This is an optimization exercise on Yosys and OpenROAD, whose aim is a short achievable clock period and few clock cycles, not a production implementation.
Function was checked by simulation only, so behaviour that the tests miss may differ from the original.
Power and IR drop assume default switching activity.

==> flow/design.v (outline; a module is shown in full before it is edited, if it fits) <==
// module gcif_mixh: 9 lines
// module gcif_csm_c1: 311 lines
// module gcif_csm_c2: 322 lines
// module gcif_csm_c3: 316 lines
// module gcif_csm_c4: 362 lines
// module gcif_csm_c4i: 271 lines
// module gcif_br: 520 lines
module gcif_br #(
    parameter [31:0] HEAD_MAGIC = 32'h11223344,
    parameter [31:0] HEAD_SEED  = 32'h00000001,
    parameter [31:0] DATA_SEED  = 32'h00000002
) (
    input  wire        clk,
    input  wire        rst,
    input  wire        cmd_valid,
    output wire        cmd_ready,
    input  wire [39:0] cmd_data,
    output reg         rsp_valid,
    output reg  [39:0] rsp_data,
    output reg         mem_req,
    output wire [29:0] mem_addr,
    input  wire        mem_ready,
    input  wire [31:0] mem_rdata,
    output wire [31:0] tbl_id,
    output wire [15:0] tbl_code,
    input  wire [15:0] tbl_sym,
    input  wire [4:0]  tbl_len
);
  // ...
==> flow/run.sh <==
#!/bin/bash
# synth_recipe.tcl (not shown) runs the flow's synth.tcl, then flattens the netlist and writes it again
# the make line also repeats each setting of config.mk as NAME=value (left out here)
make -C /OpenROAD-flow-scripts/flow DESIGN_CONFIG=/design/flow/config.mk WORK_HOME=/design/flow/orfs CLKGATE_MAP_FILE= SYNTH_SCRIPT=/design/flow/synth_recipe.tcl finish
==> flow/config.mk <==
export PLATFORM = sky130hd
export DESIGN_NAME = gcif_br
export DESIGN_NICKNAME = gcif_br
export VERILOG_FILES = /design/flow/design.v
export SDC_FILE = /design/flow/constraint.sdc
export NUM_CORES = 4
export LEC_CHECK = 0
export CAP_MARGIN = 20
export CORE_MARGIN = 2
export CORE_UTILIZATION = 40
export SLEW_MARGIN = 20
==> flow/constraint.sdc <==
create_clock -name core_clock -period 20.0 [get_ports {clk}]
set_input_delay 4.0000 -clock core_clock [delete_from_list [all_inputs] [get_ports {clk}]]
set_output_delay 4.0000 -clock core_clock [all_outputs]
set_load 0.01 [all_outputs]
==> flow_summary.toml, run 1 <==
[run_status]
status = "complete, no violations"

[cells_and_area]
syn2layout_area_growth_pct = 13.0
seqCellArea_mm2 = 0.0532
n_antenna_cell = 9

[sta]
finalCriticalPeriod_ns = 7.08
setup_ws_ns = 12.92
slew_viol_final = 0

[critical_path]
start_kind = "primary input"
cp-startpoint = "cmd_data[37]"
slowest_delay_ns = 0.77

[synthesis]
ys.flop_type = "edfxtp_1"
synthesis.area_mm2 = 0.111
synthTopCellsByCount = "1,269 x edfxtp_1, 1,056 x inv_1, 752 x dfxtp_1"
synth_edf_count = 1269
synth_compound_area_frac = 0.105

[placed_design]
preCtsSetupSlack_ns = 12.08

[floorplan]
core-area_mm2 = 0.276
rows = 193

[run]
max_cap_viol_count = 0

[pwr]
switching_share = 0.398

[clock_network]
clkLatencyLatePin_ns = 0.91
h-tree-depth = 4

[min_path]
hp-class = "flop to flop"

[global_routing]
grtUsageMet2 = 0.392
grtUsageTotal = 0.250
Testbench counts, summed over its fixed seeds: cycles 14,323.
==> module gcif_br, before the edit <==
module gcif_br #(
    parameter [31:0] HEAD_MAGIC = 32'h11223344,
    parameter [31:0] HEAD_SEED  = 32'h00000001,
    parameter [31:0] DATA_SEED  = 32'h00000002
) (
    input  wire        clk,
    input  wire        rst,
    input  wire        cmd_valid,
    output wire        cmd_ready,
    input  wire [39:0] cmd_data,
    output reg         rsp_valid,
    output reg  [39:0] rsp_data,
    output reg         mem_req,
    output wire [29:0] mem_addr,
    input  wire        mem_ready,
    input  wire [31:0] mem_rdata,
    output wire [31:0] tbl_id,
    output wire [15:0] tbl_code,
    input  wire [15:0] tbl_sym,
    input  wire [4:0]  tbl_len
);
    localparam [7:0] OP_INIT       = 8'h01;
    localparam [7:0] OP_PEEK       = 8'h02;
    localparam [7:0] OP_EAT        = 8'h03;
    localparam [7:0] OP_NEXTSYM    = 8'h04;
    localparam [7:0] OP_BODY_FINAL = 8'h05;
    localparam [7:0] OP_GET_WIDTH  = 8'h10;
    localparam [7:0] OP_GET_HEIGHT = 8'h11;
    localparam [7:0] OP_GET_EOF    = 8'h12;
    localparam [7:0] OP_GET_DHASH  = 8'h13;
    localparam [7:0] OP_GET_HHASH  = 8'h14;
    localparam [7:0] OP_GET_WCOUNT = 8'h15;
    localparam [7:0] OP_GET_MODE   = 8'h16;
    localparam [7:0] OP_GET_ERROR  = 8'h17;
    localparam [1:0] MODE_UNINIT = 2'd0;
    localparam [1:0] MODE_READY  = 2'd1;
    localparam [1:0] MODE_FAILED = 2'd2;
    localparam [7:0] ERR_BAD_HEADER = 8'd2;
    localparam integer WFMAX = 6;    
    localparam integer KFD   = 16;   
    localparam integer F_INIT = 0, F_PEEK = 1, F_EAT = 2, F_NSYM = 3, F_BF = 4,
                       F_STRM = 5, F_TWS = 6;
    function [6:0] dec;
        input [39:0] c;
        begin
            dec = 7'd0;
            dec[F_INIT] = (c[39:32] == OP_INIT);
            dec[F_PEEK] = (c[39:32] == OP_PEEK);
            dec[F_EAT]  = (c[39:32] == OP_EAT);
            dec[F_NSYM] = (c[39:32] == OP_NEXTSYM);
            dec[F_BF]   = (c[39:32] == OP_BODY_FINAL);
            dec[F_STRM] = (c[39:32] == OP_PEEK) | (c[39:32] == OP_EAT) |
                          (c[39:32] == OP_NEXTSYM);
            dec[F_TWS]  = (c[31:4] == 28'd0);         
        end
    endfunction
    function [31:0] xs16;
        input [31:0] x;
        xs16 = x ^ (x >> 16);
    endfunction
    function [31:0] xs13;
        input [31:0] x;
        xs13 = x ^ (x >> 13);
    endfunction
    function [31:0] xs13inv;
        input [31:0] y;
        xs13inv = y ^ (y >> 13) ^ (y >> 26);
    endfunction
    function cs_eq;
        input [31:0] a, b, r;
        reg [31:0] s, c;
        begin
            s = a ^ b ^ r;
            c = (a & b) | ((a | b) & ~r);
            cs_eq = (s == {c[30:0], 1'b0});
        end
    endfunction
    reg        rst_r;         
    reg        e_v, s_v;
    reg [39:0] e_cmd, s_cmd;
    reg [6:0]  e_fl, s_fl;
    reg        e_rs;          
    reg        cmd_ready_r;
    reg [31:0] tid;           
    reg [1:0]  mode;
    reg [7:0]  last_err;
    reg [5:0]  bl;            
    reg [5:0]  ll;            
    reg [29:0] words_left;
    reg [29:0] word_count;
    reg        eof;
    reg [31:0] bh;            
    reg [15:0] width;
    reg [15:0] height;
    reg [31:0] data_hash;
    reg [31:0] head_hash;
    reg [63:0] sb;            
    reg [15:0] tc;            
    reg [6:0]  sv;            
    reg [29:0] app_rem;       
    reg        all_app;       
    reg [31:0] wf [0:7];
    reg [2:0]  wf_wp, wf_rp;
    reg [3:0]  wf_cnt;
    reg        fetch_en;
    reg [29:0] fetch_addr;
    reg [29:0] fetch_rem;     
    reg        rem_gt1;       
    reg [2:0]  hdr_cnt;       
    reg        hdr_done;      
    reg [4:0]  kcred;         
    reg        rs_d;          
    reg        c_v,  ma_v,  m1_v,  ka_v,  k_v;
    reg [2:0]  c_t,  ma_t,  m1_t,  ka_t,  k_t;     
    reg [31:0] c_w,  ma_a,  ma_b,  m1,    ka_a,  ka_b,  kk;
    reg [31:0] kf [0:KFD-1];
    reg [3:0]  kf_wp, kf_rp;
    reg [4:0]  kf_cnt;
    reg [5:0]  pend;          
    reg        magic_ok;
    reg [31:0] hw1, hw2, hw3;
    reg        hw3_v;
    reg [31:0] hh;
    reg        hh3_v;         
    reg        ist;           
    reg [29:0] init_wc;
    reg [31:0] r1_a, r1_b, r2;
    reg        r1_v, r2_v;
    reg        lhs_v;         
    reg        i_done, i_ok;
    reg [31:0] fx, f1_a, f1_b, f1, f2_a, f2_b;
    reg        fx_v, f1_v, fr_v, f2_v;
    reg        bst;           
    wire [7:0]  op  = e_cmd[39:32];
    wire [31:0] arg = e_cmd[31:0];
    wire [4:0]  n   = e_cmd[4:0];
    wire is_init = e_fl[F_INIT];
    wire is_peek = e_fl[F_PEEK];
    wire is_eat  = e_fl[F_EAT];
    wire is_nsym = e_fl[F_NSYM];
    wire is_bf   = e_fl[F_BF];
    wire is_strm = e_fl[F_STRM];
    wire tw_shrt = e_fl[F_TWS];
    wire mode_rdy   = (mode == MODE_READY);
    wire data_short = ~(sv[6] | sv[5] | sv[4]) & ~all_app;
    wire strm_wait  = mode_rdy & data_short;
    wire init_start = e_v & is_init & ~ist;
    wire init_done  = e_v & is_init & ist & i_done;
    wire bf_launch  = e_v & is_bf & ~bst & (pend == 6'd0);
    wire fire = e_v & (is_strm ? ~strm_wait :
                       is_init ? ((~ist & tw_shrt) | (ist & i_done)) :
                       is_bf   ? f2_v :
                                 1'b1);
    assign cmd_ready = cmd_ready_r;
    wire [6:0] dec_in  = dec(cmd_data);
    wire hs      = cmd_valid & cmd_ready_r;
    wire hs_init = hs & dec_in[F_INIT];
    wire e_take  = ~e_v | fire;
    wire pre_rs  = hs_init & e_take;
    wire late_rs = init_start & ~e_rs;
    wire restart = pre_rs | late_rs;
    wire [29:0] rs_tw   = pre_rs ? cmd_data[31:2] : arg[31:2];
    wire        rs_go   = pre_rs ? ~dec_in[F_TWS] : ~tw_shrt;
    wire [5:0] need   = is_nsym ? 6'd16 : {1'b0, n};
    wire       refill = (is_peek | is_nsym) & (bl < need);
    wire [6:0] tot    = {1'b0, bl} + {1'b0, ll};
    wire       br_a   = tot[6] | tot[5];
    wire       wl_nz  = (words_left != 30'd0);
    wire       pull   = fire & is_strm & refill & ~br_a & wl_nz;
    wire [5:0] bl1    = refill ? ((br_a | wl_nz) ? 6'd32 : tot[5:0]) : bl;
    wire [5:0] ll1    = refill ? (br_a ? tot[5:0] - 6'd32 : (wl_nz ? tot[5:0] : 6'd0)) : ll;
    wire       eof1   = refill & ~br_a & ~wl_nz & (tot == 7'd0);
    wire       strm_go = e_v & is_strm & ~strm_wait;
    wire       nsym_go = strm_go & is_nsym;
    wire [5:0] eat_amt = ({1'b0, n} < bl) ? {1'b0, n} : bl;
    wire [4:0] eat_c   = (strm_go & is_eat) ? eat_amt[4:0] : 5'd0;
    wire [6:0] nsym_d  = {1'b0, bl1} - {2'b0, tbl_len};
    wire [5:0] bl_nsym = nsym_d[6] ? 6'd0 : nsym_d[5:0];
    wire        app     = (sv <= 7'd32) & (wf_cnt != 4'd0);
    wire [31:0] wf_hd   = wf[wf_rp];
    wire [63:0] sb_a    = app ? (sb | ({wf_hd, 32'd0} >> sv)) : sb;
    wire [6:0]  sv_a    = app ? sv + 7'd32 : sv;
    wire [63:0] sb_nsym = sb_a << tbl_len;
    wire [63:0] sb_eat  = sb_a << eat_c;
    wire [63:0] sb_n    = nsym_go ? sb_nsym : sb_eat;
    wire [7:0]  sv_dn   = {1'b0, sv_a} - {3'b0, tbl_len};
    wire [7:0]  sv_de   = {1'b0, sv_a} - {3'b0, eat_c};
    wire [6:0]  sv_nsym = sv_dn[7] ? 7'd0 : sv_dn[6:0];
    wire [6:0]  sv_eat  = sv_de[7] ? 7'd0 : sv_de[6:0];
    wire [15:0] peek_data = sb[63:48] >> (5'd16 - n);
    wire [31:0] ma_a_n, ma_b_n, ka_a_n, ka_b_n;
    gcif_csm_c1 u_m1 (.x(c_w), .a(ma_a_n), .b(ma_b_n));
    gcif_csm_c2 u_m2 (.x({m1[16:0], m1[31:17]}), .a(ka_a_n), .b(ka_b_n));
    wire [31:0] hh_y;
    gcif_mixh u_hmix (.h((k_t[1:0] == 2'd0) ? HEAD_SEED : hh), .k(kk), .y(hh_y));
    wire        hh_step = k_v & k_t[2] & (k_t[1:0] != 2'd3);
    wire        hh_last = hh_step & (k_t[1:0] == 2'd2);
    wire        bh_step = (pend != 6'd0) & (kf_cnt != 5'd0);
    wire [31:0] bh_y;
    gcif_mixh u_bmix (.h(bh), .k(kf[kf_rp]), .y(bh_y));
    wire [31:0] f1_a_n, f1_b_n, f2_a_n, f2_b_n;
    gcif_csm_c3 u_f1 (.x(fx), .a(f1_a_n), .b(f1_b_n));
    gcif_csm_c4 u_f2 (.x(xs13(f1)), .a(f2_a_n), .b(f2_b_n));
    wire [31:0] fin_y = xs16(f2_a + f2_b);
    wire [31:0] r1_a_n, r1_b_n;
    gcif_csm_c4i u_r1 (.x(xs16(hw3)), .a(r1_a_n), .b(r1_b_n));
    wire acc = mem_req & mem_ready;
    assign mem_addr = fetch_addr;
    assign tbl_id   = tid;
    assign tbl_code = tc;
    wire       kf_pop  = bh_step;
    wire [3:0] wfc_0   = wf_cnt - {3'd0, app};
    wire [4:0] kcr_0   = kcred - {4'd0, kf_pop};
    wire       room_0  = (wfc_0 < WFMAX) & (kcr_0 < KFD);
    wire       room_1  = (wfc_0 < WFMAX - 1) & (kcr_0 < KFD - 1);
    wire       hdr_1   = hdr_done | (hdr_cnt == 3'd3);    
    wire       req_0   = fetch_en & (fetch_rem != 30'd0) & (~hdr_done | room_0);
    wire       req_1   = fetch_en & rem_gt1 & (~hdr_1 | (hdr_done ? room_1 : room_0));
    wire       req_n   = acc ? req_1 : req_0;
    wire       acc_body = acc & hdr_done;
    wire       e_v_n  = e_take ? (s_v | hs) : 1'b1;
    wire [6:0] e_fl_n = e_take ? (s_v ? s_fl : dec_in) : e_fl;
    wire       s_v_n  = ~e_take & (s_v | hs);
    wire       e_rs_n = e_take ? (~s_v & hs_init) : (e_rs | init_start);
    wire       dshort_n = (sv_a < 7'd32) & ~all_app;
    wire       hdr_ok_n = e_rs_n & ~restart & (hdr_done | (acc & (hdr_cnt == 3'd3)));
    wire       rdy_n  = ~s_v_n & ~(e_v_n & ((e_fl_n[F_STRM] & dshort_n) |
                                            (e_fl_n[F_INIT] & ~hdr_ok_n)));
    always @(posedge clk) begin
        rst_r <= rst;
        if (rst) begin
            cmd_ready_r <= 1'b0;
            rsp_valid   <= 1'b0;
            mem_req     <= 1'b0;
        end else if (rst_r) begin
            cmd_ready_r <= 1'b1;
            rsp_valid   <= 1'b0;
            mem_req     <= 1'b0;
        end else begin
            cmd_ready_r <= rdy_n;
            rsp_valid   <= fire;
            if (restart)
                mem_req <= rs_go;
            else if ((init_start & tw_shrt) | (init_done & ~i_ok))
                mem_req <= 1'b0;
            else
                mem_req <= req_n & ~hs_init;
        end
    end
    always @(posedge clk) begin
        if (e_take) begin
            e_cmd <= s_v ? s_cmd : cmd_data;
            e_fl  <= s_v ? s_fl  : dec_in;
            if (s_v ? s_fl[F_NSYM] : dec_in[F_NSYM])
                tid <= s_v ? s_cmd[31:0] : cmd_data[31:0];
        end
        if (~e_take & ~s_v) begin
            s_cmd <= cmd_data;
            s_fl  <= dec_in;
        end
        if (fire) begin
            if (is_init)
                rsp_data <= (~ist | ~i_ok) ? {ERR_BAD_HEADER, 32'd0} : 40'd0;
            else if (is_nsym)
                rsp_data <= {24'd0, tbl_sym};
            else if (is_peek)
                rsp_data <= {24'd0, peek_data};
            else if (is_bf)
                rsp_data <= {8'd0, fin_y};
            else begin
                case (op)
                    OP_GET_WIDTH:  rsp_data <= {24'd0, width};
                    OP_GET_HEIGHT: rsp_data <= {24'd0, height};
                    OP_GET_EOF:    rsp_data <= {39'd0, eof};
                    OP_GET_DHASH:  rsp_data <= {8'd0, data_hash};
                    OP_GET_HHASH:  rsp_data <= {8'd0, head_hash};
                    OP_GET_WCOUNT: rsp_data <= {10'd0, word_count};
                    OP_GET_MODE:   rsp_data <= {38'd0, mode};
                    OP_GET_ERROR:  rsp_data <= {32'd0, last_err};
                    default:       rsp_data <= 40'd0;
                endcase
            end
        end
        tc <= sb_n[63:48];
        wf[wf_wp] <= mem_rdata;
        c_w <= mem_rdata;
        ma_a <= ma_a_n;
        ma_b <= ma_b_n;
        m1   <= ma_a + ma_b;
        ka_a <= ka_a_n;
        ka_b <= ka_b_n;
        kk   <= ka_a + ka_b;
        if (k_v & ~k_t[2]) kf[kf_wp] <= kk;
        if (c_v & c_t[2]) begin
            case (c_t[1:0])
                2'd0: magic_ok <= (c_w == HEAD_MAGIC);
                2'd1: hw1 <= c_w;
                2'd2: hw2 <= c_w;
                default: hw3 <= c_w;
            endcase
        end
        if (hh_step) hh <= hh_y;
        r1_a <= r1_a_n;
        r1_b <= r1_b_n;
        r2   <= xs13inv(r1_a + r1_b);
        if (ist & lhs_v & r2_v & ~i_done)
            i_ok <= magic_ok & cs_eq(f1_a, f1_b, r2);
        if (hh_last)
            fx <= xs16(hh_y ^ 32'd4);
        else if (bf_launch)
            fx <= xs16(bh ^ arg);
        if (fx_v) begin
            f1_a <= f1_a_n;
            f1_b <= f1_b_n;
        end
        if (f1_v) f1 <= f1_a + f1_b;
        if (fr_v) begin
            f2_a <= f2_a_n;
            f2_b <= f2_b_n;
        end
        if (init_start) init_wc <= arg[31:2] - 30'd4;
    end
    always @(posedge clk) begin
        if (rst_r) begin
            e_v         <= 1'b0;
            s_v         <= 1'b0;
            e_rs        <= 1'b0;
            mode        <= MODE_UNINIT;
            last_err    <= 8'd0;
            bl          <= 6'd0;
            ll          <= 6'd0;
            words_left  <= 30'd0;
            word_count  <= 30'd0;
            eof         <= 1'b0;
            bh          <= 32'd0;
            width       <= 16'd0;
            height      <= 16'd0;
            data_hash   <= 32'd0;
            head_hash   <= 32'd0;
            sb          <= 64'd0;
            sv          <= 7'd0;
            app_rem     <= 30'd0;
            all_app     <= 1'b1;
            wf_wp       <= 3'd0;
            wf_rp       <= 3'd0;
            wf_cnt      <= 4'd0;
            fetch_en    <= 1'b0;
            fetch_addr  <= 30'd0;
            fetch_rem   <= 30'd0;
            rem_gt1     <= 1'b0;
            hdr_cnt     <= 3'd4;
            hdr_done    <= 1'b1;
            kcred       <= 5'd0;
            rs_d        <= 1'b0;
            c_v         <= 1'b0;
            ma_v        <= 1'b0;
            m1_v        <= 1'b0;
            ka_v        <= 1'b0;
            k_v         <= 1'b0;
            kf_wp       <= 4'd0;
            kf_rp       <= 4'd0;
            kf_cnt      <= 5'd0;
            pend        <= 6'd0;
            hw3_v       <= 1'b0;
            hh3_v       <= 1'b0;
            ist         <= 1'b0;
            r1_v        <= 1'b0;
            r2_v        <= 1'b0;
            lhs_v       <= 1'b0;
            i_done      <= 1'b0;
            fx_v        <= 1'b0;
            f1_v        <= 1'b0;
            fr_v        <= 1'b0;
            f2_v        <= 1'b0;
            bst         <= 1'b0;
        end else begin
            e_v  <= e_v_n;
            s_v  <= s_v_n;
            e_rs <= e_rs_n;
            if (strm_go) begin
                if (is_eat) begin
                    bl <= bl - eat_amt;
                end else begin
                    bl <= is_nsym ? bl_nsym : bl1;
                    ll <= ll1;
                    if (eof1) eof <= 1'b1;
                end
            end
            if (pull) words_left <= words_left - 30'd1;
            sb <= sb_n;
            sv <= nsym_go ? sv_nsym : sv_eat;
            if (app) begin
                wf_rp   <= wf_rp + 3'd1;
                app_rem <= app_rem - 30'd1;
                all_app <= (app_rem == 30'd1);
            end
            if (acc_body) wf_wp <= wf_wp + 3'd1;
            wf_cnt <= wfc_0 + {3'd0, acc_body};
            kcred  <= kcr_0 + {4'd0, acc_body};
            if (acc) begin
                fetch_addr <= fetch_addr + 30'd1;
                fetch_rem  <= fetch_rem - 30'd1;
                rem_gt1    <= (fetch_rem > 30'd2);
                if (~hdr_done) hdr_cnt <= hdr_cnt + 3'd1;
                if (hdr_cnt == 3'd3) hdr_done <= 1'b1;
            end
            if (hs_init) fetch_en <= 1'b0;
            c_v  <= acc & ~restart;
            c_t  <= {~hdr_done, hdr_cnt[1:0]};
            ma_v <= c_v;
            ma_t <= c_t;
            m1_v <= ma_v;
            m1_t <= ma_t;
            ka_v <= m1_v;
            ka_t <= m1_t;
            k_v  <= ka_v;
            k_t  <= ka_t;
            if (c_v & c_t[2] & (c_t[1:0] == 2'd3)) hw3_v <= 1'b1;
            hh3_v <= hh_last;
            if (k_v & ~k_t[2]) kf_wp <= kf_wp + 4'd1;
            kf_cnt <= kf_cnt + {4'd0, k_v & ~k_t[2]} - {4'd0, kf_pop};
            if (kf_pop) begin
                kf_rp <= kf_rp + 4'd1;
                bh    <= bh_y;
            end
            pend <= pend + {5'd0, pull} - {5'd0, kf_pop};
            r1_v <= hw3_v;
            r2_v <= r1_v;
            if (hh3_v) lhs_v <= 1'b1;
            if (ist & lhs_v & r2_v) i_done <= 1'b1;
            fx_v <= hh_last | bf_launch;
            f1_v <= fx_v & bst;
            fr_v <= f1_v;
            if (fr_v) f2_v <= 1'b1;
            if (bf_launch) bst <= 1'b1;
            if (fire & is_bf) begin
                bst  <= 1'b0;
                f2_v <= 1'b0;
            end
            if (init_start) begin
                mode       <= MODE_UNINIT;
                last_err   <= 8'd0;
                bl         <= 6'd0;
                ll         <= 6'd0;
                words_left <= 30'd0;
                word_count <= 30'd0;
                eof        <= 1'b0;
                bh         <= 32'd0;
                width      <= 16'd0;
                height     <= 16'd0;
                data_hash  <= 32'd0;
                head_hash  <= 32'd0;
                app_rem    <= arg[31:2] - 30'd4;
                all_app    <= (arg[31:2] == 30'd4);
                if (tw_shrt) begin
                    mode     <= MODE_FAILED;
                    last_err <= ERR_BAD_HEADER;
                    fetch_en <= 1'b0;
                    app_rem  <= 30'd0;
                    all_app  <= 1'b1;
                end else begin
                    ist <= 1'b1;
                end
            end
            if (init_done) begin
                ist    <= 1'b0;
                i_done <= 1'b0;
                lhs_v  <= 1'b0;
                if (i_ok) begin
                    mode       <= MODE_READY;
                    words_left <= init_wc;
                    word_count <= init_wc;
                    bh         <= DATA_SEED;
                    width      <= hw1[31:16];
                    height     <= hw1[15:0];
                    data_hash  <= hw2;
                    head_hash  <= hw3;
                end else begin
                    mode     <= MODE_FAILED;
                    last_err <= ERR_BAD_HEADER;
                    fetch_en <= 1'b0;
                end
            end
            rs_d <= restart;
            if (restart) begin
                fetch_addr <= 30'd0;
                fetch_rem  <= rs_tw;
                rem_gt1    <= 1'b1;
                hdr_cnt    <= 3'd0;
                hdr_done   <= 1'b0;
                fetch_en   <= rs_go;
            end
            if (rs_d) begin
                sb     <= 64'd0;
                sv     <= 7'd0;
                wf_wp  <= 3'd0;
                wf_rp  <= 3'd0;
                wf_cnt <= 4'd0;
                kcred  <= 5'd0;
                ma_v   <= 1'b0;
                m1_v   <= 1'b0;
                ka_v   <= 1'b0;
                k_v    <= 1'b0;
                kf_wp  <= 4'd0;
                kf_rp  <= 4'd0;
                kf_cnt <= 5'd0;
                pend   <= 6'd0;
                hw3_v  <= 1'b0;
                hh3_v  <= 1'b0;
                r1_v   <= 1'b0;
                r2_v   <= 1'b0;
                lhs_v  <= 1'b0;
                i_done <= 1'b0;
                fx_v   <= 1'b0;
                f1_v   <= 1'b0;
                fr_v   <= 1'b0;
            end
        end
    end
endmodule
==> run 2: changes to the inputs <==
--- a/flow/design.v
+++ b/flow/design.v
@@ -1630,3 +1630,3 @@
     localparam integer WFMAX = 6;    
-    localparam integer KFD   = 16;   
+    localparam integer KFD   = 8;    
     localparam integer F_INIT = 0, F_PEEK = 1, F_EAT = 2, F_NSYM = 3, F_BF = 4,
@@ -1677,3 +1677,3 @@
     reg [7:0]  last_err;
-    reg [5:0]  bl;            
+    reg [5:0]  blq;           
     reg [5:0]  ll;            
@@ -1687,5 +1687,6 @@
     reg [31:0] head_hash;
-    reg [63:0] sb;            
+    reg [63:0] sbq;           
+    reg [4:0]  lenq;          
     reg [15:0] tc;            
-    reg [6:0]  sv;            
+    reg [6:0]  svq;           
     reg [29:0] app_rem;       
@@ -1697,4 +1698,3 @@
     reg [29:0] fetch_addr;
-    reg [29:0] fetch_rem;     
-    reg        rem_gt1;       
+    reg [29:0] tw_r;          
     reg [2:0]  hdr_cnt;       
@@ -1707,4 +1707,6 @@
     reg [31:0] kf [0:KFD-1];
-    reg [3:0]  kf_wp, kf_rp;
-    reg [4:0]  kf_cnt;
+    reg [2:0]  kf_wp, kf_rp;
+    reg [3:0]  kf_cnt;
+    reg [31:0] kx;            
+    reg        kx_v;
     reg [5:0]  pend;          
@@ -1724,2 +1726,7 @@
     reg        bst;           
+    wire [63:0] sb    = sbq << lenq;
+    wire [7:0]  sv_d  = {1'b0, svq} - {3'b0, lenq};
+    wire [6:0]  sv    = sv_d[7] ? 7'd0 : sv_d[6:0];
+    wire [6:0]  bl_d  = {1'b0, blq} - {2'b0, lenq};
+    wire [5:0]  bl    = bl_d[6] ? 6'd0 : bl_d[5:0];
     wire [7:0]  op  = e_cmd[39:32];
@@ -1749,7 +1756,4 @@
     wire e_take  = ~e_v | fire;
-    wire pre_rs  = hs_init & e_take;
-    wire late_rs = init_start & ~e_rs;
-    wire restart = pre_rs | late_rs;
-    wire [29:0] rs_tw   = pre_rs ? cmd_data[31:2] : arg[31:2];
-    wire        rs_go   = pre_rs ? ~dec_in[F_TWS] : ~tw_shrt;
+    wire restart = init_start;
+    wire rs_go   = ~tw_shrt;
     wire [5:0] need   = is_nsym ? 6'd16 : {1'b0, n};
@@ -1767,4 +1771,2 @@
     wire [4:0] eat_c   = (strm_go & is_eat) ? eat_amt[4:0] : 5'd0;
-    wire [6:0] nsym_d  = {1'b0, bl1} - {2'b0, tbl_len};
-    wire [5:0] bl_nsym = nsym_d[6] ? 6'd0 : nsym_d[5:0];
     wire        app     = (sv <= 7'd32) & (wf_cnt != 4'd0);
@@ -1773,9 +1775,7 @@
     wire [6:0]  sv_a    = app ? sv + 7'd32 : sv;
-    wire [63:0] sb_nsym = sb_a << tbl_len;
     wire [63:0] sb_eat  = sb_a << eat_c;
-    wire [63:0] sb_n    = nsym_go ? sb_nsym : sb_eat;
-    wire [7:0]  sv_dn   = {1'b0, sv_a} - {3'b0, tbl_len};
     wire [7:0]  sv_de   = {1'b0, sv_a} - {3'b0, eat_c};
-    wire [6:0]  sv_nsym = sv_dn[7] ? 7'd0 : sv_dn[6:0];
     wire [6:0]  sv_eat  = sv_de[7] ? 7'd0 : sv_de[6:0];
+    wire [31:0] sb_nt   = sb_a[63:32] << tbl_len;
+    wire [15:0] tc_n    = nsym_go ? sb_nt[31:16] : sb_eat[63:48];
     wire [15:0] peek_data = sb[63:48] >> (5'd16 - n);
@@ -1788,5 +1788,6 @@
     wire        hh_last = hh_step & (k_t[1:0] == 2'd2);
-    wire        bh_step = (pend != 6'd0) & (kf_cnt != 5'd0);
+    wire        kx_use  = kx_v & (pend != 6'd0);
+    wire        kf_pop  = (~kx_v | kx_use) & (kf_cnt != 4'd0);
     wire [31:0] bh_y;
-    gcif_mixh u_bmix (.h(bh), .k(kf[kf_rp]), .y(bh_y));
+    gcif_mixh u_bmix (.h(bh), .k(kx), .y(bh_y));
     wire [31:0] f1_a_n, f1_b_n, f2_a_n, f2_b_n;
@@ -1801,5 +1802,4 @@
     assign tbl_code = tc;
-    wire       kf_pop  = bh_step;
     wire [3:0] wfc_0   = wf_cnt - {3'd0, app};
-    wire [4:0] kcr_0   = kcred - {4'd0, kf_pop};
+    wire [4:0] kcr_0   = kcred - {4'd0, kx_use};
     wire       room_0  = (wfc_0 < WFMAX) & (kcr_0 < KFD);
@@ -1807,4 +1807,6 @@
     wire       hdr_1   = hdr_done | (hdr_cnt == 3'd3);    
-    wire       req_0   = fetch_en & (fetch_rem != 30'd0) & (~hdr_done | room_0);
-    wire       req_1   = fetch_en & rem_gt1 & (~hdr_1 | (hdr_done ? room_1 : room_0));
+    wire       lt_0    = (fetch_addr < tw_r);
+    wire       lt_1    = ({1'b0, fetch_addr} + 31'd1 < {1'b0, tw_r});
+    wire       req_0   = fetch_en & lt_0 & (~hdr_done | room_0);
+    wire       req_1   = fetch_en & lt_1 & (~hdr_1 | (hdr_done ? room_1 : room_0));
     wire       req_n   = acc ? req_1 : req_0;
@@ -1814,3 +1816,3 @@
     wire       s_v_n  = ~e_take & (s_v | hs);
-    wire       e_rs_n = e_take ? (~s_v & hs_init) : (e_rs | init_start);
+    wire       e_rs_n = ~e_take & (e_rs | init_start);
     wire       dshort_n = (sv_a < 7'd32) & ~all_app;
@@ -1874,3 +1876,3 @@
         end
-        tc <= sb_n[63:48];
+        tc <= tc_n;
         wf[wf_wp] <= mem_rdata;
@@ -1884,2 +1886,3 @@
         if (k_v & ~k_t[2]) kf[kf_wp] <= kk;
+        if (kf_pop) kx <= kf[kf_rp];
         if (c_v & c_t[2]) begin
@@ -1920,3 +1923,3 @@
             last_err    <= 8'd0;
-            bl          <= 6'd0;
+            blq         <= 6'd0;
             ll          <= 6'd0;
@@ -1930,4 +1933,5 @@
             head_hash   <= 32'd0;
-            sb          <= 64'd0;
-            sv          <= 7'd0;
+            sbq         <= 64'd0;
+            lenq        <= 5'd0;
+            svq         <= 7'd0;
             app_rem     <= 30'd0;
@@ -1939,4 +1943,3 @@
             fetch_addr  <= 30'd0;
-            fetch_rem   <= 30'd0;
-            rem_gt1     <= 1'b0;
+            tw_r        <= 30'd0;
             hdr_cnt     <= 3'd4;
@@ -1950,5 +1953,6 @@
             k_v         <= 1'b0;
-            kf_wp       <= 4'd0;
-            kf_rp       <= 4'd0;
-            kf_cnt      <= 5'd0;
+            kf_wp       <= 3'd0;
+            kf_rp       <= 3'd0;
+            kf_cnt      <= 4'd0;
+            kx_v        <= 1'b0;
             pend        <= 6'd0;
@@ -1970,8 +1974,9 @@
             e_rs <= e_rs_n;
+            blq <= bl;
             if (strm_go) begin
                 if (is_eat) begin
-                    bl <= bl - eat_amt;
+                    blq <= bl - eat_amt;
                 end else begin
-                    bl <= is_nsym ? bl_nsym : bl1;
-                    ll <= ll1;
+                    blq <= bl1;
+                    ll  <= ll1;
                     if (eof1) eof <= 1'b1;
@@ -1980,4 +1985,5 @@
             if (pull) words_left <= words_left - 30'd1;
-            sb <= sb_n;
-            sv <= nsym_go ? sv_nsym : sv_eat;
+            sbq  <= nsym_go ? sb_a : sb_eat;
+            svq  <= nsym_go ? sv_a : sv_eat;
+            lenq <= nsym_go ? tbl_len : 5'd0;
             if (app) begin
@@ -1992,4 +1998,2 @@
                 fetch_addr <= fetch_addr + 30'd1;
-                fetch_rem  <= fetch_rem - 30'd1;
-                rem_gt1    <= (fetch_rem > 30'd2);
                 if (~hdr_done) hdr_cnt <= hdr_cnt + 3'd1;
@@ -2010,9 +2014,12 @@
             hh3_v <= hh_last;
-            if (k_v & ~k_t[2]) kf_wp <= kf_wp + 4'd1;
-            kf_cnt <= kf_cnt + {4'd0, k_v & ~k_t[2]} - {4'd0, kf_pop};
+            if (k_v & ~k_t[2]) kf_wp <= kf_wp + 3'd1;
+            kf_cnt <= kf_cnt + {3'd0, k_v & ~k_t[2]} - {3'd0, kf_pop};
             if (kf_pop) begin
-                kf_rp <= kf_rp + 4'd1;
-                bh    <= bh_y;
+                kf_rp <= kf_rp + 3'd1;
+                kx_v  <= 1'b1;
+            end else if (kx_use) begin
+                kx_v  <= 1'b0;
             end
-            pend <= pend + {5'd0, pull} - {5'd0, kf_pop};
+            if (kx_use) bh <= bh_y;
+            pend <= pend + {5'd0, pull} - {5'd0, kx_use};
             r1_v <= hw3_v;
@@ -2033,3 +2040,3 @@
                 last_err   <= 8'd0;
-                bl         <= 6'd0;
+                blq        <= 6'd0;
                 ll         <= 6'd0;
@@ -2077,4 +2084,3 @@
                 fetch_addr <= 30'd0;
-                fetch_rem  <= rs_tw;
-                rem_gt1    <= 1'b1;
+                tw_r       <= arg[31:2];
                 hdr_cnt    <= 3'd0;
@@ -2084,4 +2090,5 @@
             if (rs_d) begin
-                sb     <= 64'd0;
-                sv     <= 7'd0;
+                sbq    <= 64'd0;
+                lenq   <= 5'd0;
+                svq    <= 7'd0;
                 wf_wp  <= 3'd0;
@@ -2094,5 +2101,6 @@
                 k_v    <= 1'b0;
-                kf_wp  <= 4'd0;
-                kf_rp  <= 4'd0;
-                kf_cnt <= 5'd0;
+                kf_wp  <= 3'd0;
+                kf_rp  <= 3'd0;
+                kf_cnt <= 4'd0;
+                kx_v   <= 1'b0;
                 pend   <= 6'd0;
==> run 2 against run 1 <==
Effect of this change: highest routed layer unchanged; global-route usage up 0.65 points; critical path depth up 9; still clean; sequential power down 11%.
==> flow_summary.toml, run 2 <==
[synthesis]
synth_cell_types = 111
synth-async-reset-ratio = 0
synth.most_common_cell = "inv_1"
ys.flop_type = "edfxtp_1"
synth_compound_area_frac = 0.104
synthesis.area_mm2 = 0.107
yosysSeqAreaShare = 0.433
yosys.area_share.simple = 0.0905
ys_top_cells_by_area = "edfxtp_1 29%, dfxtp_1 14%, fa_1 13%"
synth_top_family_by_area = "adder cells"
synth-xor-area-share = 0.0548
synth_top_area_cell = "edfxtp_1"
synth_area_per_cell_um2 = 11.5
synth_edf_count = 1045
synthTopCellsByCount = "1,082 x inv_1, 1,045 x edfxtp_1, 750 x dfxtp_1"
synthCells = 9321
yosysWarningCount = 1
synth_top_area_frac = 0.293
synthAdderAreaFrac = 0.184
synth_seq_cells = 1795
yosys-mux-area-fraction = 0.0799

[cells_and_area]
multi_input_area_mm2 = 0.0554
top_regs = "kf (256), wf (256), sbq (64)"
seqCellArea_mm2 = 0.0464
stdcell_count = 13200
final_common_cell = "inv_1"
fill_cells = 24400
fin_nets = 10800
drive_gt1_frac = 0.109
final_area_mm2 = 0.121
layout_common_cells = "1,082 x inv_1, 1,045 x edfxtp_1, 736 x dfxtp_1"
syn2layout_area_growth_pct = 12.6

[floorplan]
dieArea_mm2 = 0.272
start_util = 0.403
io_pins = 218
core-area_mm2 = 0.266
fp.dieH_um = 522
die_x_um = 522
rows = 189

[clock_network]
cts_buffers = 196
cts_hold_buffers = 0
postCtsSetupBuffers = 0
cts_tree = "done"
clkLatencyLatePin_ns = 0.89
clk_pin_slew_ns = 0.06
clk_path_buf_depth = 3
h-tree-depth = 4
cts_resized = 0
cts_num_sinks = 1795
cts_root_buf = "clkbuf_16"

[critical_path]
crit_required_ns = 20.80
worst-setup-path-type = "flop to flop"
crit_chain = "clkinv_1 -> ha_1 -> or2_0 -> o21ai_0 -> a21oi_1 -> a31o_2 -> inv_2 -> ha_1 -> nand2b_1 -> a311o_1 -> a311oi_2 -> buf_4 -> nand3_1 -> o221ai_1 -> mux2i_1 -> nor2_1 -> a21oi_1 -> mux2_2 -> o2bb2ai_1 -> a221o_1 -> o21a_1"
reg2reg_slack_ns = 12.31
cp.arrival_ns = 8.49
crit_slowest_cell = "o221ai_1"
start_kind = "flop"
slowest_delay_ns = 1.13
worstRegToRegCells = 21
critPathCaptureType = "flop"
r2r-end = "sbq[54]"
r2r_start = "lenq[1]"
cp_max_fo = 24

[routing]
vias_per_cell = 5.64
wl_um = 352000
first_pass_iters = 7
drtAntennaViolNets = 0
vias = 74600
drtIter0Drc = 7639
drc = 0
wl_per_cell_um = 26.6

[min_path]
hp-class = "flop to flop"
min_to = "m1[3]"
hold_start = "ma_a[3]"
min_path_cells = 0

[run]
max_cap_viol_count = 0

[pwr]
pwr-share-comb = 0.488
power.internal_uw = 10100
p_clk_frac = 0.222
worst_ir_drop_vdd_v = 0.000157
p_switching_uw = 7220
p_per_area_mw_per_mm2 = 143
p_leak_uw = 0.0466
p_seq_frac = 0.291
p_total_uw = 17300
switching_share = 0.417

[placed_design]
dp_cells = 12900
place_congestion = 1.00
hpwl_um = 268000
preCtsSetupSlack_ns = 12.55
dpl_cell_area_mm2 = 0.114
io_buffers = 210

[global_routing]
grt_pass1_vias = 75100
grt_pass1_wl_um = 515000
grt-ovfl-total = 0
grt_max_degree = 89
grtUsageTotal = 0.256
antenna_found_initial = 40

[sta]
setup_tns_ns = 0
finalCriticalPeriod_ns = 7.69
timing.final.crit_share = 0.385
relSlewSlack = 0.174
skew_ns = 0.0700
slew_viol_final = 0
fmax_ghz = 0.130
hold_viol_final = 0
setup_ws_ns = 12.31
worstMarginPinSlew_ns = 1.24
rsz0062_at_grt = "no"
setup_viol = 0

[run_status]
status = "complete, no violations"
[run 2: worst max-delay path, delay by kind of cell, from the launching register on]
family                     cells  cell delay (ns)
adders and majority gates      2             0.81
muxes                          2             0.59
AOI/OAI and AO/OA             10             3.39
DFF                            1             0.32
buffers and inverters          3             1.16
and+or+nand+nor                4             1.30
[run 2: stage by stage]
| stage | hold WS [ns] | util |
|---|---|---|
| CTS | 0.328 | 0.454 |
| global placement | 0.313 | 0.427 |
| finish | 0.325 | 0.454 |
| detailed placement | 0.313 | 0.427 |
| floorplan | 0.310 | - |
| global route | 0.331 | 0.454 |
[run 2: cell families (layout without fill, tap and decap cells)]
kind of cell	after synthesis	count (layout)
AO/OA/AOI/OAI	1631	1631
XOR/XNOR	669	669
adder cells (fa/ha/maj)	1146	1146
buffers and inverters	1469	1840
flip-flops	1795	1795
multiplexers	579	579
other	1	18
AND/OR/NAND/NOR	2031	2031
[run 2: per-layer routing]
layer	up-vias	wire [µm]	global-route usage
li1	33100	-	-
met1	37900	153000	0.360
met2	3010	155000	0.388
met3	597	30300	0.0601
met4	34	13000	0.0879
met5	-	224	0
[run 2: power groups by stage]
stage	clock network [µW]	registers [µW]	logic [µW]
4_1_cts	3900	5030	8380
3_5_place_dp	0	5110	8310
5_1_grt	4040	5070	9290
6_report	3830	5030	8430
2_1_floorplan	0	4850	5780
3_3_place_gp	0	5100	8200
[run 2: how the worst max path moves through the flow]
stage	to	startpoint	slack, ns	depth (start not counted)
CTS	sbq[54]	lenq[1]	12.50	21
finish	sbq[54]	lenq[1]	12.31	21
floorplan	s_cmd[0]	lenq[3]	12.55	22
global route	sbq[54]	lenq[1]	12.06	21
global placement	tc[6]	tbl_len[0]	11.96	10
detailed placement	sbq[54]	lenq[1]	12.55	21
[run 2: area by class of cell]
| class | count | area share |
|---|---|---|
| sequential | 1795 | 0.385 |
| clock inverter | 107 | 0.0113 |
| antenna | 11 | 0.000228 |
| timing repair buffer | 372 | 0.0278 |
| multi-input combinational | 6063 | 0.459 |
| tap | 3533 | 0.0366 |
| clock buffer | 266 | 0.0461 |
| inverter | 1095 | 0.0341 |
Testbench counts of run 2, summed over its fixed seeds: cycles 14,355.
==> run 3: changes to the inputs <==
==> flow/flow/run.sh (new file) <==
#!/bin/bash
# Layout flow: the standard flow (standard.sh, all steps unchanged),
# except that the port buffers that global placement inserts are
# sky130_fd_sc_hd__buf_4 cells instead of the default buffer cell.
# The standard flow's output goes to standard.log; ORFS keeps each step's
# log under orfs/logs/.
set -e
export BUFFER_PORTS_ARGS="-buffer_cell sky130_fd_sc_hd__buf_4"
bash standard.sh > standard.log 2>&1
==> flow/standard.sh (new file) <==
#!/bin/bash
# synth_recipe.tcl (not shown) runs the flow's synth.tcl, then flattens the netlist and writes it again
# the make line also repeats each setting of config.mk as NAME=value (left out here)
make -C /OpenROAD-flow-scripts/flow DESIGN_CONFIG=/design/flow/config.mk WORK_HOME=/design/flow/orfs CLKGATE_MAP_FILE= SYNTH_SCRIPT=/design/flow/synth_recipe.tcl "${@:-finish}"
removed: flow/run.sh
==> run 3 against run 2 <==
Effect of this change: worst hold slack improved by 0.0042 ns; clock skew up 0.0016 ns; flip-flop and latch count is the same; sequential share of layout area is 0.19 points higher; critical endpoint is now tc[0]; critical path depth decreased by 1; highest routed layer unchanged; still clean on timing, DRC and antenna.
==> flow_summary.toml, run 3 <==
[pwr]
p_total_uw = 17300
p_leak_uw = 0.0468
p_per_area_mw_per_mm2 = 144
worst_ir_drop_vdd_v = 0.000160

[critical_path]
crit_family = "compound AO/OA/AOI/OAI gates"
slowest_delay_ns = 1.02
start_kind = "flop"
cp.arrival_ns = 9.15
worst-setup-path-type = "flop to flop"
crit_end = "tc[0]"
crit_required_ns = 20.76
reg2reg_slack_ns = 11.61
cp.depth = 20
worstRegToRegCells = 20
crit_slowest_cell = "o221ai_1"
r2r_start = "lenq[1]"
crit_chain = "clkinv_1 -> ha_1 -> or2_0 -> o21ai_0 -> a21oi_1 -> a31o_2 -> inv_2 -> ha_1 -> nand2b_1 -> a311o_1 -> a311oi_2 -> buf_4 -> nand3_1 -> o221ai_1 -> o21ai_0 -> o31ai_1 -> a21oi_1 -> o22ai_1 -> a32oi_1 -> o211ai_1"
cp-startpoint = "lenq[1]"
critPathCaptureType = "flop"
timing.critical_path.buf_inv = 3
r2r-end = "tc[0]"
cp_max_fo = 24

[synthesis]
synth_top_family_by_area = "adder cells"
synth_compound_area_frac = 0.104
synth-async-reset-ratio = 0
synth_top_area_cell = "edfxtp_1"
synth_area_per_cell_um2 = 11.5
synth_cell_types = 111
synthAdderAreaFrac = 0.184
synth_top_area_frac = 0.293
yosysSeqAreaShare = 0.433
yosys-mux-area-fraction = 0.0799
synthesis.area_mm2 = 0.107
synthCells = 9321
ys.flop_type = "edfxtp_1"
synthTopCellsByCount = "1,082 x inv_1, 1,045 x edfxtp_1, 750 x dfxtp_1"
synth.most_common_cell = "inv_1"
synth-xor-area-share = 0.0548
yosys.area_share.simple = 0.0905
yosysWarningCount = 1
synth_edf_count = 1045
ys_top_cells_by_area = "edfxtp_1 29%, dfxtp_1 14%, fa_1 13%"
synth_seq_cells = 1795

[floorplan]
core-area_mm2 = 0.266
fp.dieH_um = 522
start_util = 0.403
io_pins = 218
dieArea_mm2 = 0.272
die_x_um = 522
rows = 189

[sta]
timing.final.crit_share = 0.420
setup_tns_ns = 0
relSlewSlack = 0.180
hold_viol_final = 0
fmax_ghz = 0.119
skew_ns = 0.0716
setup_viol = 0
slew_viol_final = 0
rsz0062_at_grt = "no"
finalCriticalPeriod_ns = 8.39
setup_ws_ns = 11.61
worstMarginPinSlew_ns = 1.23

[global_routing]
grt_max_degree = 88
grt_pass1_vias = 75100
grtUsageTotal = 0.255
antenna_found_initial = 32
grt_pass1_wl_um = 513000
grt-ovfl-total = 0

[run]
max_cap_viol_count = 0

[routing]
wl_per_cell_um = 26.5
wl_um = 351000
first_pass_iters = 8
drtAntennaViolNets = 0
drtIter0Drc = 7740
vias_per_cell = 5.67
drc = 0
vias = 75000

[clock_network]
cts_num_sinks = 1795
cts_tree = "done"
cts_resized = 0
clk_path_buf_depth = 3
cts_hold_buffers = 0
clkLatencyLatePin_ns = 0.88
h-tree-depth = 4
cts_buffers = 197
cts_root_buf = "clkbuf_16"
clk_pin_slew_ns = 0.06
postCtsSetupBuffers = 0

[placed_design]
place_congestion = 0.993
preCtsSetupSlack_ns = 11.85
io_buffers = 210
hpwl_um = 267000

[cells_and_area]
layout_common_cells = "1,082 x inv_1, 1,045 x edfxtp_1, 736 x dfxtp_1"
syn2layout_area_growth_pct = 12.1
final_common_cell = "inv_1"
drive_gt1_frac = 0.131
fin_nets = 10800
top_regs = "kf (256), wf (256), sbq (64)"

[min_path]
hp-class = "flop to flop"

[run_status]
status = "complete, no violations"
-- run 3: cell counts after synthesis --
Identical to the previous run, type by type.
-- run 3: logic make-up (layout without fill, tap and decap cells) --
logic type                 Yosys count  after routing
other                                1             16
adders and majority gates         1146           1146
DFF                               1795           1795
muxes                              579            579
buffers and inverters             1469           1837
and+or+nand+nor                   2031           2031
AOI/OAI and AO/OA                 1631           1631
xor gates and xnor gates           669            669
-- run 3: layer usage --
layer / routed length, µm / vias to the layer above / GRT usage
met4: 12100 / 16 / 0.0835
li1: - / 33100 / -
met2: 153000 / 3173 / 0.383
met5: 108 / - / 0
met3: 30000 / 573 / 0.0529
met1: 155000 / 38100 / 0.367
-- run 3: final cells by class --
class,count,area (µm²)
Clock inverter,112,1440
Tap cell,3533,4420
Clock buffer,263,5520
Sequential cell,1795,46400
Antenna cell,9,22.5
Inverter,1095,4110
Timing Repair Buffer,367,2780
Multi-Input combinational cell,6063,55400
Fill cell,24400,146000
-- run 3: worst min-delay path by stage --
stage	startpoint	endpoint	slack, ns	cells after the start
2_1_floorplan	ma_a[2]	m1[2]	0.31	0
3_3_place_gp	ma_a[2]	m1[2]	0.31	0
3_5_place_dp	ma_a[2]	m1[2]	0.32	0
4_1_cts	ma_a[2]	m1[2]	0.33	0
5_1_grt	ma_a[2]	m1[2]	0.34	0
6_report	ma_a[2]	m1[2]	0.33	0
-- run 3: where the power goes --
part	total [µW]	leakage, µW	switching (µW)	internal (µW)
logic	8420	0.0276	5090	3320
clock network	3850	0.00341	1600	2250
registers	5040	0.0158	509	4530
total	17300	0.0468	7200	10100
-- run 3: per-stage QoR --
| step | std cells | hold slack, ns | area, µm² | utilization |
|---|---|---|---|---|
| 5_1_grt | 13200 | 0.343 | 120000 | 0.452 |
| 2_1_floorplan | 9327 | 0.310 | 107000 | - |
| 3_5_place_dp | 12900 | 0.320 | 113000 | 0.425 |
| 6_report | 13200 | 0.329 | 120000 | 0.452 |
| 3_3_place_gp | 12800 | 0.313 | 113000 | 0.425 |
| 4_1_cts | 13200 | 0.332 | 120000 | 0.452 |
==> run 4: changes to the inputs <==
--- a/flow/design.v
+++ b/flow/design.v
@@ -1677,3 +1677,3 @@
     reg [7:0]  last_err;
-    reg [5:0]  blq;           
+    reg [5:0]  bl;            
     reg [5:0]  ll;            
@@ -1688,5 +1688,5 @@
     reg [63:0] sbq;           
-    reg [4:0]  lenq;          
+    reg [4:0]  cq;            
     reg [15:0] tc;            
-    reg [6:0]  svq;           
+    reg [6:0]  sv;            
     reg [29:0] app_rem;       
@@ -1726,7 +1726,3 @@
     reg        bst;           
-    wire [63:0] sb    = sbq << lenq;
-    wire [7:0]  sv_d  = {1'b0, svq} - {3'b0, lenq};
-    wire [6:0]  sv    = sv_d[7] ? 7'd0 : sv_d[6:0];
-    wire [6:0]  bl_d  = {1'b0, blq} - {2'b0, lenq};
-    wire [5:0]  bl    = bl_d[6] ? 6'd0 : bl_d[5:0];
+    wire [63:0] sb    = sbq << cq;
     wire [7:0]  op  = e_cmd[39:32];
@@ -1775,8 +1771,13 @@
     wire [6:0]  sv_a    = app ? sv + 7'd32 : sv;
-    wire [63:0] sb_eat  = sb_a << eat_c;
+    wire [4:0]  cons    = nsym_go ? tbl_len : eat_c;
+    wire [7:0]  sv_dn   = {1'b0, sv_a} - {3'b0, tbl_len};
     wire [7:0]  sv_de   = {1'b0, sv_a} - {3'b0, eat_c};
-    wire [6:0]  sv_eat  = sv_de[7] ? 7'd0 : sv_de[6:0];
-    wire [31:0] sb_nt   = sb_a[63:32] << tbl_len;
-    wire [15:0] tc_n    = nsym_go ? sb_nt[31:16] : sb_eat[63:48];
-    wire [15:0] peek_data = sb[63:48] >> (5'd16 - n);
+    wire [6:0]  sv_n    = nsym_go ? (sv_dn[7] ? 7'd0 : sv_dn[6:0])
+                                  : (sv_de[7] ? 7'd0 : sv_de[6:0]);
+    wire [6:0]  bl_dn   = {1'b0, bl1} - {2'b0, tbl_len};
+    wire [5:0]  bl_nsym = bl_dn[6] ? 6'd0 : bl_dn[5:0];
+    wire [31:0] sb_tn   = sb_a[63:32] << tbl_len;
+    wire [31:0] sb_te   = sb_a[63:32] << eat_c;
+    wire [15:0] tc_n    = nsym_go ? sb_tn[31:16] : sb_te[31:16];
+    wire [15:0] peek_data = tc >> (5'd16 - n);           
     wire [31:0] ma_a_n, ma_b_n, ka_a_n, ka_b_n;
@@ -1846,4 +1847,2 @@
             e_fl  <= s_v ? s_fl  : dec_in;
-            if (s_v ? s_fl[F_NSYM] : dec_in[F_NSYM])
-                tid <= s_v ? s_cmd[31:0] : cmd_data[31:0];
         end
@@ -1921,5 +1920,6 @@
             e_rs        <= 1'b0;
+            tid         <= 32'd0;
             mode        <= MODE_UNINIT;
             last_err    <= 8'd0;
-            blq         <= 6'd0;
+            bl          <= 6'd0;
             ll          <= 6'd0;
@@ -1934,4 +1934,4 @@
             sbq         <= 64'd0;
-            lenq        <= 5'd0;
-            svq         <= 7'd0;
+            cq          <= 5'd0;
+            sv          <= 7'd0;
             app_rem     <= 30'd0;
@@ -1974,9 +1974,9 @@
             e_rs <= e_rs_n;
-            blq <= bl;
+            if (e_take) tid <= s_v ? s_cmd[31:0] : cmd_data[31:0];
             if (strm_go) begin
                 if (is_eat) begin
-                    blq <= bl - eat_amt;
+                    bl <= bl - eat_amt;
                 end else begin
-                    blq <= bl1;
-                    ll  <= ll1;
+                    bl <= is_nsym ? bl_nsym : bl1;
+                    ll <= ll1;
                     if (eof1) eof <= 1'b1;
@@ -1985,5 +1985,5 @@
             if (pull) words_left <= words_left - 30'd1;
-            sbq  <= nsym_go ? sb_a : sb_eat;
-            svq  <= nsym_go ? sv_a : sv_eat;
-            lenq <= nsym_go ? tbl_len : 5'd0;
+            sbq <= sb_a;
+            cq  <= cons;
+            sv  <= sv_n;
             if (app) begin
@@ -2040,3 +2040,3 @@
                 last_err   <= 8'd0;
-                blq        <= 6'd0;
+                bl         <= 6'd0;
                 ll         <= 6'd0;
@@ -2091,4 +2091,4 @@
                 sbq    <= 64'd0;
-                lenq   <= 5'd0;
-                svq    <= 7'd0;
+                cq     <= 5'd0;
+                sv     <= 7'd0;
                 wf_wp  <= 3'd0;
==> flow/flow/run.sh (replaced) <==
#!/bin/bash
set -euo pipefail

PLATFORM_DONT_USE="sky130_fd_sc_hd__probe_p_8 sky130_fd_sc_hd__probec_p_8 sky130_fd_sc_hd__lpflow_bleeder_1 sky130_fd_sc_hd__lpflow_clkbufkapwr_1 sky130_fd_sc_hd__lpflow_clkbufkapwr_16 sky130_fd_sc_hd__lpflow_clkbufkapwr_2 sky130_fd_sc_hd__lpflow_clkbufkapwr_4 sky130_fd_sc_hd__lpflow_clkbufkapwr_8 sky130_fd_sc_hd__lpflow_clkinvkapwr_1 sky130_fd_sc_hd__lpflow_clkinvkapwr_16 sky130_fd_sc_hd__lpflow_clkinvkapwr_2 sky130_fd_sc_hd__lpflow_clkinvkapwr_4 sky130_fd_sc_hd__lpflow_clkinvkapwr_8 sky130_fd_sc_hd__lpflow_decapkapwr_12 sky130_fd_sc_hd__lpflow_decapkapwr_3 sky130_fd_sc_hd__lpflow_decapkapwr_4 sky130_fd_sc_hd__lpflow_decapkapwr_6 sky130_fd_sc_hd__lpflow_decapkapwr_8 sky130_fd_sc_hd__lpflow_inputiso0n_1 sky130_fd_sc_hd__lpflow_inputiso0p_1 sky130_fd_sc_hd__lpflow_inputiso1n_1 sky130_fd_sc_hd__lpflow_inputiso1p_1 sky130_fd_sc_hd__lpflow_inputisolatch_1 sky130_fd_sc_hd__lpflow_isobufsrc_1 sky130_fd_sc_hd__lpflow_isobufsrc_16 sky130_fd_sc_hd__lpflow_isobufsrc_2 sky130_fd_sc_hd__lpflow_isobufsrc_4 sky130_fd_sc_hd__lpflow_isobufsrc_8 sky130_fd_sc_hd__lpflow_isobufsrckapwr_16 sky130_fd_sc_hd__lpflow_lsbuf_lh_hl_isowell_tap_1 sky130_fd_sc_hd__lpflow_lsbuf_lh_hl_isowell_tap_2 sky130_fd_sc_hd__lpflow_lsbuf_lh_hl_isowell_tap_4 sky130_fd_sc_hd__lpflow_lsbuf_lh_isowell_4 sky130_fd_sc_hd__lpflow_lsbuf_lh_isowell_tap_1 sky130_fd_sc_hd__lpflow_lsbuf_lh_isowell_tap_2 sky130_fd_sc_hd__lpflow_lsbuf_lh_isowell_tap_4"
DELAY_CELLS="sky130_fd_sc_hd__clkdlybuf4s15_1 sky130_fd_sc_hd__clkdlybuf4s15_2 sky130_fd_sc_hd__clkdlybuf4s18_1 sky130_fd_sc_hd__clkdlybuf4s18_2 sky130_fd_sc_hd__clkdlybuf4s25_1 sky130_fd_sc_hd__clkdlybuf4s25_2 sky130_fd_sc_hd__clkdlybuf4s50_1 sky130_fd_sc_hd__clkdlybuf4s50_2 sky130_fd_sc_hd__dlygate4sd1_1 sky130_fd_sc_hd__dlygate4sd2_1 sky130_fd_sc_hd__dlygate4sd3_1 sky130_fd_sc_hd__dlymetal6s2s_1 sky130_fd_sc_hd__dlymetal6s4s_1 sky130_fd_sc_hd__dlymetal6s6s_1"

bash standard.sh synth > synth.log 2>&1
bash standard.sh \
  DONT_USE_CELLS="$PLATFORM_DONT_USE $DELAY_CELLS" \
  BUFFER_PORTS_ARGS="-buffer_cell sky130_fd_sc_hd__buf_4" \
  finish > layout.log 2>&1
--- a/flow/config.mk
+++ b/flow/config.mk
@@ -7,5 +7,5 @@
 export LEC_CHECK = 0
-export CAP_MARGIN = 20
+export CAP_MARGIN = 80
 export CORE_MARGIN = 2
 export CORE_UTILIZATION = 40
-export SLEW_MARGIN = 20
+export SLEW_MARGIN = 80
==> run 4 against run 3 <==
Effect of this change: still clean; worst hold slack worse by 0.0033 ns; non-clock buffer count up 907; setup slack better by 2.6 ns; clock power fell by 3%; first-iteration DRC count decreased by 9.4%; final area grew 9.5%; combinational power increased by about 10%; core utilization is 4.9 points higher; synthesized cell count fell by 1.2%; critical path depth shrank 8; die area is 1.4% lower; critical endpoint is now tc[5].
==> flow_summary.toml, run 4 <==
[synthesis]
synth_top_area_frac = 0.288
synth_top_area_cell = "edfxtp_1"
ys_top_cells_by_area = "edfxtp_1 29%, dfxtp_1 15%, fa_1 14%"
synth_seq_cells = 1795
synth_compound_area_frac = 0.0987
synthCells = 9210
yosysSeqAreaShare = 0.436
synth-async-reset-ratio = 0
synth.most_common_cell = "inv_1"
synth-xor-area-share = 0.0547
synth_top_family_by_area = "adder cells"
synthesis.area_mm2 = 0.106
yosysWarningCount = 1
synthAdderAreaFrac = 0.187
synth_area_per_cell_um2 = 11.5
ys.flop_type = "edfxtp_1"
synth_edf_count = 1013
yosys-mux-area-fraction = 0.0812
synthTopCellsByCount = "1,082 x inv_1, 1,013 x edfxtp_1, 782 x dfxtp_1"
synth_cell_types = 103
yosys.area_share.simple = 0.0883

[routing]
highest_layer = "met5"
routed-wl-met3_um = 22800
vias = 76800
drc = 0
first_pass_iters = 9
wl_um = 343000
drtAntennaViolNets = 0
wl_met2_um = 162000
wl_per_cell_um = 24.5
vias_per_cell = 5.49
drtIter0Drc = 7012
wl_met1_um = 142000

[clock_network]
cts_hold_buffers = 0
h-tree-depth = 4
cts_root_buf = "clkbuf_16"
postCtsSetupBuffers = 0
clk_pin_slew_ns = 0.06
clk_path_buf_depth = 4
clkLatencyLatePin_ns = 0.89
cts_resized = 0
cts_buffers = 201
cts_tree = "done"
cts_num_sinks = 1795

[critical_path]
critPathCaptureType = "flop"
start_kind = "primary input"
crit_slowest_cell = "mux2_2"
worst-setup-path-type = "primary input to flop"
crit_chain = "buf_4 -> nand2_1 -> o311a_1 -> nand2b_4 -> buf_6 -> buf_8 -> buf_6 -> mux2_2 -> and3_1 -> a221oi_1 -> nand3_1 -> mux2_2"
slowest_delay_ns = 0.35
cp.arrival_ns = 6.52
cp_max_fo = 13
crit_required_ns = 20.72
reg2reg_slack_ns = 14.78

[placed_design]
hpwl_um = 276000
io_buffers = 210
place_congestion = 0.961
dpl_cell_area_mm2 = 0.123

[cells_and_area]
seqCellArea_mm2 = 0.0464
fill_cells = 22900
fin_nets = 11600
drive_gt1_frac = 0.280
layout_common_cells = "1,013 x edfxtp_1, 1,012 x inv_1, 712 x fa_1"
multi_input_area_mm2 = 0.0607
top_regs = "kf (256), wf (256), sbq (64)"
final_area_mm2 = 0.131
final_common_cell = "edfxtp_1"
syn2layout_area_growth_pct = 24.4

[global_routing]
grt-ovfl-total = 0
grt_pass1_wl_um = 510000
grt_max_degree = 38
antenna_found_initial = 20
grt_pass1_vias = 78100
grtUsageTotal = 0.251

[floorplan]
dieArea_mm2 = 0.268
fp.dieH_um = 518
core-area_mm2 = 0.263
die_x_um = 518
rows = 188
start_util = 0.402
io_pins = 218

[sta]
setup_viol = 0
hold_viol_final = 0
slew_viol_final = 0
rsz0062_at_grt = "no"
timing.final.crit_share = 0.290
setup_tns_ns = 0
skew_ns = 0.0924
finalCriticalPeriod_ns = 5.80
fmax_ghz = 0.172

[run_status]
status = "complete, no violations"

[pwr]
p_per_area_mw_per_mm2 = 138
p_leak_uw = 0.0521
worst_ir_drop_vdd_v = 0.000175

[run]
max_cap_viol_count = 0

[min_path]
hp-class = "flop to flop"
run 4: changes by cell type in the layout (fill, tap and decap cells not counted), sizes merged, moves of 39 or more:
cell,delta
nor3,-106
a22oi,+81
nand3,+47
o221ai,-50
a21oi,-82
buf,+871
clkbuf,+39
nor2,+84
run 4: layer usage:
metal | vias up | global-route usage
li1 | 34400 | -
met3 | 648 | 0.0372
met5 | - | 0
met1 | 38900 | 0.334
met2 | 2940 | 0.411
met4 | 14 | 0.101
run 4: area by class of cell:
class | count | share of cell area
diodes | 6 | 0.000114
clock buffers | 266 | 0.0430
clock inverters | 101 | 0.00735
inverters | 1089 | 0.0319
multi-input cells | 5963 | 0.462
flip-flops and latches | 1795 | 0.353
well taps | 3515 | 0.0335
repair buffers | 1274 | 0.0691
run 4: report_power, final:
part / total [µW] / switching (µW) / internal [µW]
Clock: 3730 / 1560 / 2170
Combinational: 9300 / 5340 / 3950
Sequential: 5070 / 522 / 4550
Total: 18100 / 7430 / 10700
run 4: worst max-delay path, delay by kind of cell:
kind            cells  cell delay (ns)
buf+inv             4             0.64
simple gates        4             0.65
compound gates      2             0.56
mux                 2             0.66
run 4: final timing paths:
check | from | to | cells after the start
hold reg to reg | ma_a[2] | m1[2] | 0
setup reg to reg | k_t[1] | fx[15] | 19
setup / recovery | tbl_len[0] | tc[5] | 12
hold / removal | ma_a[2] | m1[2] | 0
run 4: per-stage QoR:
stage / util / setup WS (ns) / std cells / total power [µW] / hold WS [ns]
after global placement: 0.422 / 12.54 / 12700 / 12900 / 0.311
after detailed placement: 0.470 / 13.40 / 13600 / 14200 / 0.312
after CTS: 0.495 / 14.28 / 14000 / 17900 / 0.326
after global routing: 0.501 / 14.10 / 14000 / 19300 / 0.339
after floorplan: - / 13.98 / 9216 / 10600 / 0.310
final: 0.501 / 14.20 / 14000 / 18100 / 0.326
run 4: cell families (layout without fill, tap and decap cells):
logic type,after synthesis,count (layout)
XOR/XNOR,654,654
other,1,13
flip-flops,1795,1795
multiplexers,586,586
AO/OA/AOI/OAI,1535,1535
AND/OR/NAND/NOR,2034,2034
buffers and inverters,1458,2730
adder cells (fa/ha/maj),1147,1147
Testbench counts of run 4, summed over its fixed seeds: cycles 14,355.

-- static timing again, ports no longer ideal --
The flow's constraints put no driver on any port. The routed layouts listed below were extracted and timed again, unchanged, in two steps.
Step 1 (the two cells are an assumption about what drives the block):
set clk [get_ports {clk}]
set_driving_cell -lib_cell sky130_fd_sc_hd__clkbuf_16 $clk
set_driving_cell -lib_cell sky130_fd_sc_hd__buf_2 [delete_from_list [all_inputs] $clk]
Step 2, shift: input delay + t, output delay - t, t = (earliest + latest rising clock arrival at the registers) / 2. This alone moves slack from input paths to output paths.
a / b / c = ideal ports / drivers / drivers and shift; a / b = the first two.
run | t, ns | setup WS [ns] | latest minus earliest clock arrival (ns) | slew at the worst register clock pin (ns) | pins driven straight from the clock port
run 1 | 0.964 | 12.924 / 12.935 / 12.030 | 0.079 / 0.079 | 0.07 / 0.07 | 1
run 2 | 0.939 | 12.307 / 12.307 / 12.307 | 0.094 / 0.094 | 0.08 / 0.08 | 1
run 3 | 0.938 | 11.608 / 11.608 / 11.608 | 0.073 / 0.074 | 0.08 / 0.08 | 1
run 4 | 0.958 | 14.201 / 14.238 / 13.281 | 0.121 / 0.121 | 0.07 / 0.07 | 1
After both steps every run listed still meets setup and hold. For run 4, which loses most, drivers alone change the setup slack by +0.037 ns; drivers and shift together by -0.920 ns.
